This design comes from an exercise in tuning for small area, a short achievable clock period and few clock cycles on the open sky130 flow, not from production work. The RTL was checked by simulation tests, not by an equivalence proof against the original design. Power and IR drop assume default switching activity.

==> design.v <==
module ddr_cipher (
    input  wire         clk,
    input  wire         rst,           
    input  wire         cmd_valid,
    output wire         cmd_ready,
    input  wire [2:0]   cmd_op,
    input  wire [63:0]  cmd_block,     
    input  wire [127:0] cmd_key,       
    input  wire [4:0]   cmd_key_len,   
    input  wire [3:0]   cmd_rounds,    
    input  wire         cmd_srot,      
    output reg          rsp_valid,
    output reg  [63:0]  rsp_block,
    output reg          rsp_err,
    output wire [63:0]  rsp_nonce
);
    localparam [2:0] OP_KSCHED = 3'd0,
                     OP_NLOAD  = 3'd1,
                     OP_BENC   = 3'd2,
                     OP_BDEC   = 3'd3,
                     OP_MENC   = 3'd4,
                     OP_MDEC   = 3'd5;
    localparam [31:0] KP = 32'hB7E15163;
    localparam [31:0] KQ = 32'h9E3779B9;
    localparam TMAX = 34;    
    localparam [2:0] S_IDLE = 3'd0,
                     S_KS   = 3'd1,    
                     S_ENC  = 3'd2,    
                     S_DEC  = 3'd3;    
    function [31:0] rotl32;
        input [31:0] a;
        input [4:0]  s;
        begin
            rotl32 = (a << s) | (a >> (6'd32 - {1'b0, s}));
        end
    endfunction
    function [31:0] rotr32;
        input [31:0] a;
        input [4:0]  s;
        begin
            rotr32 = (a >> s) | (a << (6'd32 - {1'b0, s}));
        end
    endfunction
    reg [2:0]  state;
    reg [2:0]  op;           
    reg        phase;        
    reg        kvalid;
    reg [4:0]  rnd;          
    reg        srot;
    reg [63:0] nonce;
    reg [32*TMAX-1:0] S;     
    reg [127:0] L;           
    reg [31:0] ka, kb;       
    reg [5:0]  ki;           
    reg [1:0]  kj;           
    reg [1:0]  kc_m1;        
    reg [6:0]  kcnt;         
    reg [31:0] b0, b1;       
    reg [5:0]  step;         
    reg [63:0] hold;         
    wire [5:0] t_len  = {rnd, 1'b0} + 6'd2;       
    wire [5:0] t_last = {rnd, 1'b0} - 6'd1;       
    assign cmd_ready = (state == S_IDLE);
    assign rsp_nonce = nonce;
    wire accept = cmd_valid && cmd_ready;
    wire [31:0] ks_x  = ka + kb;
    wire [31:0] ks_sa = S[32*ki +: 32] + ks_x;
    wire [31:0] ks_a  = rotl32(ks_sa, srot ? 5'd3 : ks_x[4:0]);
    wire [31:0] ks_y  = ks_a + kb;
    wire [31:0] ks_b  = rotl32(L[32*(3-kj) +: 32] + ks_y, ks_y[4:0]);
    wire        odd   = step[0];
    wire [31:0] w_k   = odd ? b1 : b0;
    wire [31:0] w_m   = odd ? b0 : b1;
    wire [5:0]  sk_i  = step + 6'd1;
    wire [5:0]  sf_i  = t_len - 6'd1;
    wire [31:0] sk    = S[32*sk_i +: 32];
    wire [31:0] enc_w = rotl32(w_k ^ w_m, w_m[4:0]) + sk;
    wire [31:0] dec_w = rotr32(w_k - sk, w_m[4:0]) ^ w_m;
    wire [31:0] s_first = S[31:0];
    wire [31:0] s_final = S[32*sf_i +: 32];
    reg [127:0] key_masked;
    integer n;
    always @(*) begin
        for (n = 0; n < 16; n = n + 1)
            key_masked[127 - 8*n -: 8] = (n < cmd_key_len) ? cmd_key[127 - 8*n -: 8] : 8'h00;
    end
    integer q;
    always @(posedge clk) begin
        if (rst) begin
            state     <= S_IDLE;
            op        <= 3'd0;
            phase     <= 1'b0;
            kvalid    <= 1'b0;
            rnd       <= 5'd1;
            srot      <= 1'b0;
            nonce     <= 64'd0;
            rsp_valid <= 1'b0;
            rsp_block <= 64'd0;
            rsp_err   <= 1'b0;
        end else begin
            rsp_valid <= 1'b0;
            case (state)
            S_IDLE: if (accept) begin
                op    <= cmd_op;
                phase <= 1'b0;
                case (cmd_op)
                OP_KSCHED: begin
                    kvalid <= 1'b0;
                    rnd    <= {1'b0, cmd_rounds} + 5'd1;
                    srot   <= cmd_srot;
                    for (q = 0; q < TMAX; q = q + 1)
                        S[32*q +: 32] <= KP + KQ * q;
                    L     <= key_masked;
                    kc_m1 <= (cmd_key_len == 5'd0) ? 2'd0 : cmd_key_len[4:2] - {2'b0, (cmd_key_len[1:0] == 2'd0)};
                    ka    <= 32'd0;
                    kb    <= 32'd0;
                    ki    <= 6'd0;
                    kj    <= 2'd0;
                    kcnt  <= 7'd6 * ({2'b0, cmd_rounds} + 7'd2);    
                    state <= S_KS;
                end
                OP_NLOAD: begin
                    nonce     <= cmd_block;
                    rsp_valid <= 1'b1;
                    rsp_err   <= 1'b0;
                    rsp_block <= cmd_block;
                end
                OP_BENC, OP_BDEC, OP_MENC, OP_MDEC: begin
                    if (!kvalid) begin
                        rsp_valid <= 1'b1;
                        rsp_err   <= 1'b1;
                        rsp_block <= cmd_block;
                    end else if (cmd_op == OP_BDEC || cmd_op == OP_MDEC) begin
                        b0    <= cmd_block[63:32];
                        b1    <= cmd_block[31:0] - s_final;
                        step  <= t_last;
                        state <= S_DEC;
                    end else if (cmd_op == OP_MENC) begin
                        hold  <= cmd_block;
                        b0    <= nonce[63:32] + s_first;
                        b1    <= nonce[31:0];
                        step  <= 6'd0;
                        state <= S_ENC;
                    end else begin
                        b0    <= cmd_block[63:32] + s_first;
                        b1    <= cmd_block[31:0];
                        step  <= 6'd0;
                        state <= S_ENC;
                    end
                end
                default: begin
                    rsp_valid <= 1'b1;
                    rsp_err   <= 1'b1;
                    rsp_block <= cmd_block;
                end
                endcase
            end
            S_KS: begin
                S[32*ki +: 32]     <= ks_a;
                L[32*(3-kj) +: 32] <= ks_b;
                ka    <= ks_a;
                kb    <= ks_b;
                ki    <= (ki == t_len - 6'd1) ? 6'd0 : ki + 6'd1;
                kj    <= (kj == kc_m1) ? 2'd0 : kj + 2'd1;
                kcnt  <= kcnt - 7'd1;
                if (kcnt == 7'd1) begin
                    kvalid    <= 1'b1;
                    rsp_valid <= 1'b1;
                    rsp_err   <= 1'b0;
                    state     <= S_IDLE;
                end
            end
            S_ENC: begin
                if (odd) b1 <= enc_w; else b0 <= enc_w;
                step <= step + 6'd1;
                if (step == t_last) begin
                    if (op == OP_MENC && !phase) begin
                        b0    <= (hold[63:32] ^ b0) + s_first;
                        b1    <= hold[31:0] ^ (enc_w + s_final);
                        step  <= 6'd0;
                        phase <= 1'b1;
                    end else if (op == OP_MDEC) begin
                        rsp_valid <= 1'b1;
                        rsp_err   <= 1'b0;
                        rsp_block <= hold ^ {b0, enc_w + s_final};
                        nonce     <= nonce + 64'd1;
                        state     <= S_IDLE;
                    end else begin
                        rsp_valid <= 1'b1;
                        rsp_err   <= 1'b0;
                        rsp_block <= {b0, enc_w + s_final};
                        if (op == OP_MENC) nonce <= nonce + 64'd1;
                        state     <= S_IDLE;
                    end
                end
            end
            S_DEC: begin
                if (odd) b1 <= dec_w; else b0 <= dec_w;
                step <= step - 6'd1;
                if (step == 6'd0) begin
                    if (op == OP_MDEC) begin
                        hold  <= {dec_w - s_first, b1};
                        b0    <= nonce[63:32] + s_first;
                        b1    <= nonce[31:0];
                        step  <= 6'd0;
                        state <= S_ENC;
                    end else begin
                        rsp_valid <= 1'b1;
                        rsp_err   <= 1'b0;
                        rsp_block <= {dec_w - s_first, b1};
                        state     <= S_IDLE;
                    end
                end
            end
            default: state <= S_IDLE;
            endcase
        end
    end
endmodule
==> run.sh <==
#!/bin/bash
# synth_recipe.tcl (not shown) runs the flow's synth.tcl, then flattens the netlist and writes it again
# the make line also repeats each setting of config.mk as NAME=value (left out here)
make -C /OpenROAD-flow-scripts/flow DESIGN_CONFIG=/design/flow/config.mk WORK_HOME=/design/flow/orfs CLKGATE_MAP_FILE= SYNTH_SCRIPT=/design/flow/synth_recipe.tcl finish
==> config.mk <==
export PLATFORM = sky130hd
export DESIGN_NAME = ddr_cipher
export DESIGN_NICKNAME = ddr_cipher
export VERILOG_FILES = /design/flow/design.v
export SDC_FILE = /design/flow/constraint.sdc
export NUM_CORES = 4
export LEC_CHECK = 0
export CAP_MARGIN = 20
export CORE_MARGIN = 2
export CORE_UTILIZATION = 30
export PLACE_DENSITY = 0.4
export SLEW_MARGIN = 20
==> constraint.sdc <==
create_clock -name core_clock -period 14.0 [get_ports {clk}]
set_input_delay 2.8000 -clock core_clock [delete_from_list [all_inputs] [get_ports {clk}]]
set_output_delay 2.8000 -clock core_clock [all_outputs]
set_load 0.01 [all_outputs]
==> run notes <==
==> final cells by class <==
class	instances	share of cell area, %
multi-input cells	10592	52.9
flip-flops and latches	1574	30.5
repair buffers	1072	6.26
well taps	5710	4.75
clock buffers	275	3.87
clock inverters	116	0.887
inverters	305	0.772
diodes	23	0.0383
==> cells by family after synthesis <==
logic type	synth area share [%]
compound gates	22.4
buf+inv	4.36
fa+ha+maj	4.02
flops	35.2
simple gates	12.0
mux	17.9
xor+xnor	4.17
==> metrics by stage <==
step / total power, mW / utilization [%]
final: 24.8 / 34.9
after CTS: 24.6 / 34.8
after detailed placement: 18.7 / 33.2
after global placement: 18.8 / 33.1
after global routing: 25.8 / 34.8
after floorplan: 12.8 / -
==> timing repair <==
| action | 4_1_cts | 5_1_grt |
|---|---|---|
| buffers inserted | 0 | 2 |
| endpoints found under the setup margin | 0 | 155 |
| resized for setup | 0 | 7 |
| endpoints found under the hold margin | 0 | 0 |
==> per-layer routing <==
layer | vias to the layer above | GRT usage (%) | wire [um]
met5 | - | 0 | 85
met2 | 6695 | 48.0 | 316000
li1 | 52612 | - | -
met4 | 16 | 13.3 | 35100
met1 | 63271 | 43.9 | 310000
met3 | 1097 | 5.96 | 61600
==> path summary, 6_finish.rpt <==
check	start	slack [ns]	depth (start not counted)	endpoint
worst max-delay path	step[0]	0.68	39	b1[29]
worst min register to register	op[2]	0.45	2	op[2]
worst max register to register	step[0]	0.68	39	b1[29]
worst min-delay path	op[2]	0.45	2	op[2]
==> power breakdown <==
group / internal, mW / total [mW] / switching, mW / leakage (nW)
Clock: 3.42 / 5.88 / 2.46 / 3.50
Combinational: 4.73 / 13.4 / 8.71 / 35.6
Sequential: 5.31 / 5.53 / 0.228 / 12.6
Total: 13.5 / 24.8 / 11.4 / 51.7
==> critical path: cells and delay by family, from the launching register on <==
kind                       cells  cell delay (ns)
AOI/OAI and AO/OA             20             5.84
xor gates and xnor gates       4             2.01
adders and majority gates      3             1.08
buffers and inverters          5             1.40
DFF                            1             0.50
and+or+nand+nor                7             2.01
==> flip-flops by register name (all words and copies together), names as in the netlist, 7 cells and up <==
| signal | cells |
|---|---|
| kcnt | 7 |
| rsp_block | 64 |
| ka | 32 |
| L | 128 |
| b0 | 32 |
| kb | 32 |
| b1 | 32 |
| hold | 64 |
| S | 1088 |
| nonce | 64 |
==> cells in the mapped netlist, drive strengths merged, types with 45 or more instances <==
cell,n
edfxtp,1431
nand2,1421
nor2,1373
o21ai,1303
a21oi,1107
clkbuf,986
mux4,815
ha,399
xnor2,392
o211ai,379
mux2i,351
a211oi,307
inv,297
xor2,227
a21o,217
nor3,205
buf,203
nand3,188
a22oi,173
dfxtp,143
o22ai,140
o21a,134
a31oi,129
mux2,125
a311oi,80
and2,79
and3,70
nor2b,70
nand2b,67
o31ai,65
o221ai,60
o21bai,51
nand4,45
==> run_results.csv <==
group,metric,value,unit
grt,grt_pass1_wl,990,mm
grt,globalRouteOverflowTotal,0,
sta,fmax,0.0751,GHz
sta,hold_viol,0,
grt,grt_usage,31.6,%
setup_path,crit_required,14.64,ns
cells_and_area,synthToLayoutAreaGrowth,15.6,%
floorplanning,die_x,663,um
placement,hpwl,525,mm
outcome,status,"finished clean",
yosys,synth-main-ff-cell,"edfxtp_1",
yosys,yosysSeqAreaShare,35.2,%
yosys,synth_top_area_share,33.0,%
sta,whs,0.454,ns
job,cap_violations,0,
yosys,yosysTopAreaCell,"edfxtp_1",
cells_and_area,final_cells,19667,
floorplanning,die_area,0.439,mm2
routing,routed_wl,722,mm
floorplanning,fp.dieH,663,um
cells_and_area,mostFrequentLayoutCells,"1431 x edfxtp_1, 1398 x nand2_1, 1327 x nor2_1, 1263 x o21ai_0, 1093 x a21oi_1",
sta,tightest_slew,1.28,ns
setup_path,path_class,"register to register",
power,ir_worst_vdd,0.000169,V
clock_network,clk_latency,0.98,ns
clock_network,root_buffer,"clkbuf_16",
placement,port_buffers,338,
routing,ant_nets,0,
floorplanning,core_area,0.432,mm2
sta,fin_skew,0.0817,ns
cells_and_area,drive_above_1_share,16.0,%
floorplanning,start_util,30.2,%
setup_path,end_kind,"register",
setup_path,crit_arrival,13.96,ns
cells_and_area,nets,14377,
setup_path,cp_slowest_cell,"xnor2_2",
routing,post_drt_wl_per_cell,36.7,um
sta,period_needed,13.32,ns
power,p_leak,51.7,nW
yosys,synth_seq_cells,1574,
setup_path,crit_fanout,52,
cells_and_area,mostFrequentLayoutCell,"edfxtp_1",
clock_network,cts_max_path_buffers,4,
power,pwr_density_cell,165,mW/mm2
grt,grt_max_degree,181,
yosys,synthArstFlopShare,0,%
clock_network,clk_pin_slew_worst_paths,0.09,ns
cells_and_area,final_area,0.150,mm2
clock_network,cts.sink_count,1574,
routing,first_pass_iters,7,
floorplanning,ios,339,
placement,placed_cells,19247,
setup_path,path_common_cell,"o21ai_0",
yosys,syn_area,0.130,mm2
yosys,synthTopCellsByArea,"edfxtp_1 33%, mux4_2 14%, o21ai_0 4.9%",
yosys,syn_area_per_cell,9.53,um2
cells_and_area,fillers,43524,
yosys,synth_cell_types,97,
setup_path,critPathLaunchType,"register",
sta,tns,0,ns
clock_network,ctsHoldBuffers,0,
sta,setup_ws,0.679,ns
routing,route.detailed.drc,0,
routing,drt-initial-drc-count,16311,
cells_and_area,final-seq-area,0.0459,mm2
worst_hold_path,worstHoldPathType,"register to register",
sta,drv_slew,0,
sta,slew_headroom,13.9,%
cells_and_area,multi_input_area,0.0796,mm2
placement,pre_cts_slack,0.409,ns
sta,rsz0062_at_grt,"false",
placement,gp_congestion,1.01,
routing,vias,123691,
yosys,yosysWarnings,1,
clock_network,cts_tree,"built",
clock_network,htreeDepth,4,
sta,setup_viol,0,
sta,final.period_utilization,95.1,%
yosys,synth_cells,13660,
placement,postPlaceCellArea,0.143,mm2
clock_network,cts_buffers,213,
yosys,syn_nets,14279,
yosys,synth-edff-count,1431,
routing,via_per_inst,6.29,
grt,grt_pass1_vias,116533,
floorplanning,rows,241,
grt,antenna_found_initial,51,
setup_path,slowest_delay,0.79,ns
Testbench counts, summed over its fixed seeds: cycles 21,040.

==> what the ideal ports hide <==
The flow's constraints put no driver on any port. The routed layout listed below was extracted and timed again, unchanged, in two steps. Step 1: set_driving_cell puts a clkbuf_16 on clk and a buf_2 on each other input, an assumption about the parent block. Step 2 also shifts input and output timing later by t, the mid clock arrival at the registers, as if the neighbouring blocks saw the same clock. Slacks: ideal ports / drivers / drivers and shift; pairs: ideal ports / drivers.
t, ns: 1.056
setup WS [ns]: 0.679 / 0.679 / 0.679
clock arrival spread, ns: 0.083 / 0.082
After both steps this run still meets setup and hold. For this run, drivers alone change the setup slack by 0.000 ns; drivers and shift together by 0.000 ns.
